This is an optimization exercise on Yosys and OpenROAD, whose aim is small area, a short achievable clock period and few clock cycles per item, not a production implementation.
Function was checked by simulation only, so behaviour that the tests miss may differ from the original.

==> trial 9: inputs <==
==> flow/design.v (excerpt) <==
module hw2core (
    input  wire        clk,
    input  wire        rst,      
    input  wire        start,
    input  wire [2:0]  op,
    input  wire [31:0] a,
    input  wire [31:0] b,
    output wire        busy,
    output wire        done,
    output wire [31:0] r0,
    output wire [31:0] r1
);
clock: 10.0 ns
lec_check: 0
abc_area: 1
cap_margin: 20
core_margin: 2
core_utilization: 45
place_density: 0.65
setup_slack_margin: 5
slew_margin: 20
tns_end_percent: 5
run.sh (not shown) runs the stock make flow with config.mk's settings and CLKGATE_MAP_FILE= SYNTH_SCRIPT=/design/flow/synth_recipe.tcl, a recipe that flattens the netlist after the stock synthesis.
==> inputs of trial 79, as changes to trial 9 <==
CORE_UTILIZATION = 40   (was 45)
PLACE_DENSITY = unset   (was 0.65)
SETUP_SLACK_MARGIN = 4.2   (was 5)
TNS_END_PERCENT = 0   (was 5)
==> comparison <==
Global-route usage: trial 9 is higher than trial 79 (4.8 points).
Between trial 9 and trial 79, the lower die area is in trial 9 (gap about 11%, measured against trial 79).
In trial 9 the register-to-register slack is worse than in trial 79, by 40 ps.
In trial 79 the fmax is larger than in trial 9, by 0.57%.
Against trial 9, the worst setup slack of trial 79 is better by 37 ps.
In sequential cell count, trial 79 and trial 9 do not differ.
Testbench counts of trial 9, summed over its fixed seeds: cycles 4,229, items 960.
Testbench counts of trial 79, summed over its fixed seeds: cycles 4,229, items 960.

========
==> 08-04 <==
Starting RTL as in the previous note.
Design hw2core, start of the top module:
module hw2core (
    input  wire        clk,
    input  wire        rst,      
    input  wire        start,
    input  wire [2:0]  op,
    input  wire [31:0] a,
    input  wire [31:0] b,
    output wire        busy,
    output wire        done,
    output wire [31:0] r0,
    output wire [31:0] r1
);
==> flow/config.mk <==
export PLATFORM = sky130hd
export DESIGN_NAME = hw2core
export DESIGN_NICKNAME = hw2core
export VERILOG_FILES = /design/flow/design.v
export SDC_FILE = /design/flow/constraint.sdc
export NUM_CORES = 4
export LEC_CHECK = 0
export ABC_AREA = 1
export CAP_MARGIN = 20
export CORE_MARGIN = 2
export CORE_UTILIZATION = 40
export SETUP_SLACK_MARGIN = 3.8
export SLEW_MARGIN = 20
export TNS_END_PERCENT = 0
==> flow/constraint.sdc <==
create_clock -name core_clock -period 10.0 [get_ports {clk}]
set_input_delay 2.0000 -clock core_clock [delete_from_list [all_inputs] [get_ports {clk}]]
set_output_delay 2.0000 -clock core_clock [all_outputs]
set_load 0.01 [all_outputs]
==> 02-07: changes against 08-04 <==
--- a/flow/config.mk
+++ b/flow/config.mk
@@ -9,6 +9,5 @@
 export CAP_MARGIN = 20
 export CORE_MARGIN = 2
 export CORE_UTILIZATION = 40
-export SETUP_SLACK_MARGIN = 3.8
+export SETUP_SLACK_MARGIN = 4.5
 export SLEW_MARGIN = 20
-export TNS_END_PERCENT = 0
==> results.txt <==
- In die area, 02-07 and 08-04 do not differ.
- In synthesized cell count, 08-04 and 02-07 do not differ.
- Of 02-07 and 08-04, 02-07 has the higher worst setup slack (gap 94 ps).
- Between 02-07 and 08-04, the lower via count is in 08-04 (gap about 7%, measured against 08-04).
- Between 08-04 and 02-07, the lower cell area is in 08-04 (gap 14%, measured against 02-07).
- In 02-07 the routed wire length is higher than in 08-04, by about 10%.
- Sequential share of layout area: 08-04 is higher than 02-07 (1.8 points).
- Between 02-07 and 08-04, the lower worst hold slack is in 08-04 (gap 10 ps).
==> figures <==
| metric | 08-04 | 02-07 |
|---|---|---|
| Number of antenna violations at the first check in global routing | 5 | 9 |
| Outcome | timing/DRC/antenna clean | timing/DRC/antenna clean |
| Multi-input gate area | 0.02699 mm^2 | 0.03057 mm^2 |
| Final worst slack | 3520 ps | 3614 ps |
| Proportion of cell area occupied by registers | 12.32% | 10.56% |
| Launch point of the critical path | sint_q | ma_q[18] |
| Critical-path cell with the highest stage delay | sky130_fd_sc_hd__dfxtp_1 | sky130_fd_sc_hd__fa_1 |
| Worst Skew | 15.06 ps | 27.18 ps |
| Wire length on met1 | 67620 um | 70310 um |
| Half-perimeter wire length after detailed placement | 135000 um | 139300 um |
| Number of iterations in the first detailed-routing pass | 7 | 8 |
| Total instance count after detailed placement | 6069 | 6067 |
| Layout cell share with drive strength beyond 1 | 14.60% | 29.74% |
| Number of inverters outside the clock class in the layout | 784 | 791 |
Testbench counts of 08-04, summed over its fixed seeds: cycles 4,229, items 960.
Testbench counts of 02-07, summed over its fixed seeds: cycles 4,229, items 960.

========
==> inputs of xenon <==
hw2core, a different RTL version from the one above (not shown whole).
Settings: LEC_CHECK=0, ABC_AREA=1, CAP_MARGIN=20, CORE_MARGIN=2, CORE_UTILIZATION=40, SETUP_SLACK_MARGIN=5, SLEW_MARGIN=20, TNS_END_PERCENT=5; clock period 10.0 ns.
==> indigo: changes against xenon <==
--- a/flow/design.v
+++ b/flow/design.v
@@ -113,16 +113,16 @@
     wire [31:0] ash    = a << lza[4:0];
     wire [15:0] frac   = ash[30:15];
     wire        rs_sp  = lza[5] | (lza == 6'd31);        
     wire [13:0] dlt;
     wire [31:0] kad;
     hw2core_seed u_seed (.idx(~lza[4:0]), .dlt(dlt), .kad(kad));
-    wire [32:0] mc = ({33{smc2_q}} & {1'b0, r1_q}) |
-                     ({33{syy_q}}  & {1'b0, b_q[15:0], b_q[15:0]}) |
-                     ({33{sint_q}} & {b_q, 1'b0}) |
-                     {snb_q & r0_q[0] & b_q[0], 32'd0};
+    wire [32:0] mc = {snb_q & r0_q[0] & b_q[0],
+                      ({16{smc2_q}} & r1_q[31:16]) | ({16{syy_q}} & b_q[15:0]) |
+                      ({16{sint_q}} & b_q[31:16]),
+                      ({16{smc2_q}} & r1_q[15:0])  | ({16{syy_q | sint_q}} & b_q[15:0])};
     wire [47:0] prod;
     hw2core_mul u_mul (.ma(ma_q), .bo(mbe_q[8:0]), .bt(mbe_q[17:9]),
                        .bn(mbe_q[26:18]), .mc(mc), .p(prod));
     reg [31:0] dv_rem, dv_d, dv_q;
     reg [32:0] dv_diff;
     integer k;
@@ -199,13 +199,13 @@
                 case (op)
                     OP_DIVREM: b_q <= dsh;
                     OP_RSQRT:  b_q <= kad;
                     default:   b_q <= b;
                 endcase
                 if (op == OP_RSQRT) begin
-                    ma_q  <= {17'd0, dlt, 1'b0};
+                    ma_q  <= {18'd0, dlt};
                     mbe_q <= benc({2'b11, ~frac});
                 end else begin
                     ma_q  <= a;
                     mbe_q <= benc({2'b00, b[15:0]});
                 end
             end
@@ -244,15 +244,15 @@
                     r0_q  <= dv_q;
                     r1_q  <= dv_rem;
                     b_q   <= dv_d;
                     cnt_q <= cnt_q - DIV_K;
                 end
                 st_q[S_RINT]: begin
-                    b_q[15:0] <= prod[32:17];
+                    b_q[15:0] <= prod[31:16];
                     ma_q      <= r1_q;
-                    mbe_q     <= benc({2'b00, prod[32:17]});
+                    mbe_q     <= benc({2'b00, prod[31:16]});
                 end
                 st_q[S_NA]: begin
                     r0_q[0] <= prod[32];
                     ma_q    <= prod[31:0];
                 end
                 st_q[S_NB]: begin
==> impl_metrics.csv <==
group,metric,value,unit
critical_path,worst-path-stages,19,
critical_path,stage_delay_of_the_slowest_cell_on_the_critical_path,0.63,ns
status,outcome,"finished clean",
critical_path,timing.critical_path.mode_cell,"fa_1",
critical_path,critPathTopFamily,"compound AO/OA/AOI/OAI gates",
cells_and_area,sh_seq_area,0.119,
critical_path,worst-endpoint-required,10.15,ns
(the above is from indigo)
==> impl_metrics.csv <==
group,metric,value,unit
cells_and_area,clkbuf_count,17,
critical_path,worst-endpoint-required,10.23,ns
status,outcome,"finished clean",
critical_path,worst-path-stages,29,
critical_path,timing.critical_path.mode_cell,"nand2_1",
critical_path,stage_delay_of_the_slowest_cell_on_the_critical_path,0.59,ns
critical_path,critPathTopFamily,"adder cells",
cells_and_area,sh_seq_area,0.118,
synth,syn_nets,5370,
(the above is from xenon)
Testbench counts of xenon, summed over its fixed seeds: cycles 4,229, items 960.
Testbench counts of indigo, summed over its fixed seeds: cycles 4,229, items 960.

========
==> 01-08 <==
RTL: one of the versions met above, not the one the previous note started from.
clock: 10.0 ns
lec_check: 0
abc_area: 1
cap_margin: 20
core_margin: 2
core_utilization: 40
setup_slack_margin: 4.6
slew_margin: 20
tns_end_percent: 0
==> 03-04 (differences from 01-08) <==
Settings changed: PLACE_DENSITY set to 0.75, SETUP_SLACK_MARGIN 4.6 to 4, TNS_END_PERCENT 0 to 5.
==> results.txt <==
In flip-flop and latch count, 01-08 and 03-04 do not differ. Against 03-04, the critical path depth of 01-08 is lower by 1. Cell area: 03-04 is larger than 01-08 (about 3.3%). Area after synthesis is the same in 03-04 and 01-08. Between 03-04 and 01-08, the lower clock skew is in 03-04 (gap 0.0014 ns). Of 03-04 and 01-08, 03-04 has the higher non-clock buffer count (gap 41). In synthesized cell count, 01-08 and 03-04 do not differ. Against 01-08, the fmax of 03-04 is higher by about 0.6%. Of 03-04 and 01-08, 03-04 has the higher register-to-register slack (gap 0.04 ns).
==> figures <==
| item | 01-08 | 03-04 |
|---|---|---|
| Final wirelength | 180.7 mm | 178.3 mm |
| Met2 track utilization from global routing | 60.66% | 58.18% |
| Normalized max-slew margin | 27.79% | 16.93% |
| Vias in the first global route | 37345 | 38095 |
| Final nets | 5643 | 5689 |
| Crit path time final | 6.459 ns | 6.421 ns |
| Result of the run | timing/DRC/antenna clean | timing/DRC/antenna clean |
| Max Clock Freq | 154.8 MHz | 155.7 MHz |
| CLK BUF | 18 | 17 |
| Setup skew after layout | 0.01741 ns | 0.01601 ns |
| Critical Path Sink | mbe_q[24] | ma_q[1] |
| Post-route standard cell area excluding fillers | 0.04136 mm² | 0.04272 mm² |
| GPL Wtd Cong | 1.081 | 1.121 |
| Met1 routing resource usage after global routing | 50.46% | 46.54% |
| Reg-to-reg startpoint | smc2_q | mbe_q[10] |
| Worst setup slack for register-to-register paths | 3.54 ns | 3.58 ns |
| Worst Path Arrival | 6.68 ns | 6.60 ns |
| Source-to-sink clock delay at the later pin of the worst-skew pair | 0.50 ns | 0.48 ns |
| DP Cell Count | 6068 | 6062 |
Testbench counts of 01-08, summed over its fixed seeds: cycles 4,229, items 960.
Testbench counts of 03-04, summed over its fixed seeds: cycles 4,229, items 960.

-- re-timing with driven ports --
Ports are ideal in the flow. The routed layouts listed here were re-timed in OpenROAD.
Step 1, drivers: a clkbuf_16 drives clk and a buf_2 each remaining input, both assumed.
Step 2 also shifts input and output timing later by t, the mid clock arrival at the registers, as if the neighbouring blocks saw the same clock.
a / b / c = ideal / step 1 / step 2; a / b = the first two.
run	t, ns	slack for setup (ns)	worst register clock-pin slew, ns	cell pins on the clock port's net
trial 9	0.563	3.504 / 3.504 / 3.138	0.09 / 0.09	1
trial 79	0.559	3.541 / 3.541 / 3.117	0.09 / 0.09	1
08-04	0.534	3.520 / 3.520 / 3.125	0.09 / 0.09	1
02-07	0.572	3.614 / 3.614 / 3.242	0.10 / 0.10	1
xenon	0.576	3.588 / 3.588 / 3.213	0.09 / 0.09	1
indigo	0.530	3.656 / 3.656 / 3.255	0.09 / 0.09	1
01-08	0.559	3.541 / 3.541 / 3.117	0.09 / 0.09	1
03-04	0.530	3.579 / 3.579 / 3.278	0.08 / 0.08	1
After both steps setup and hold are still met in every run listed.
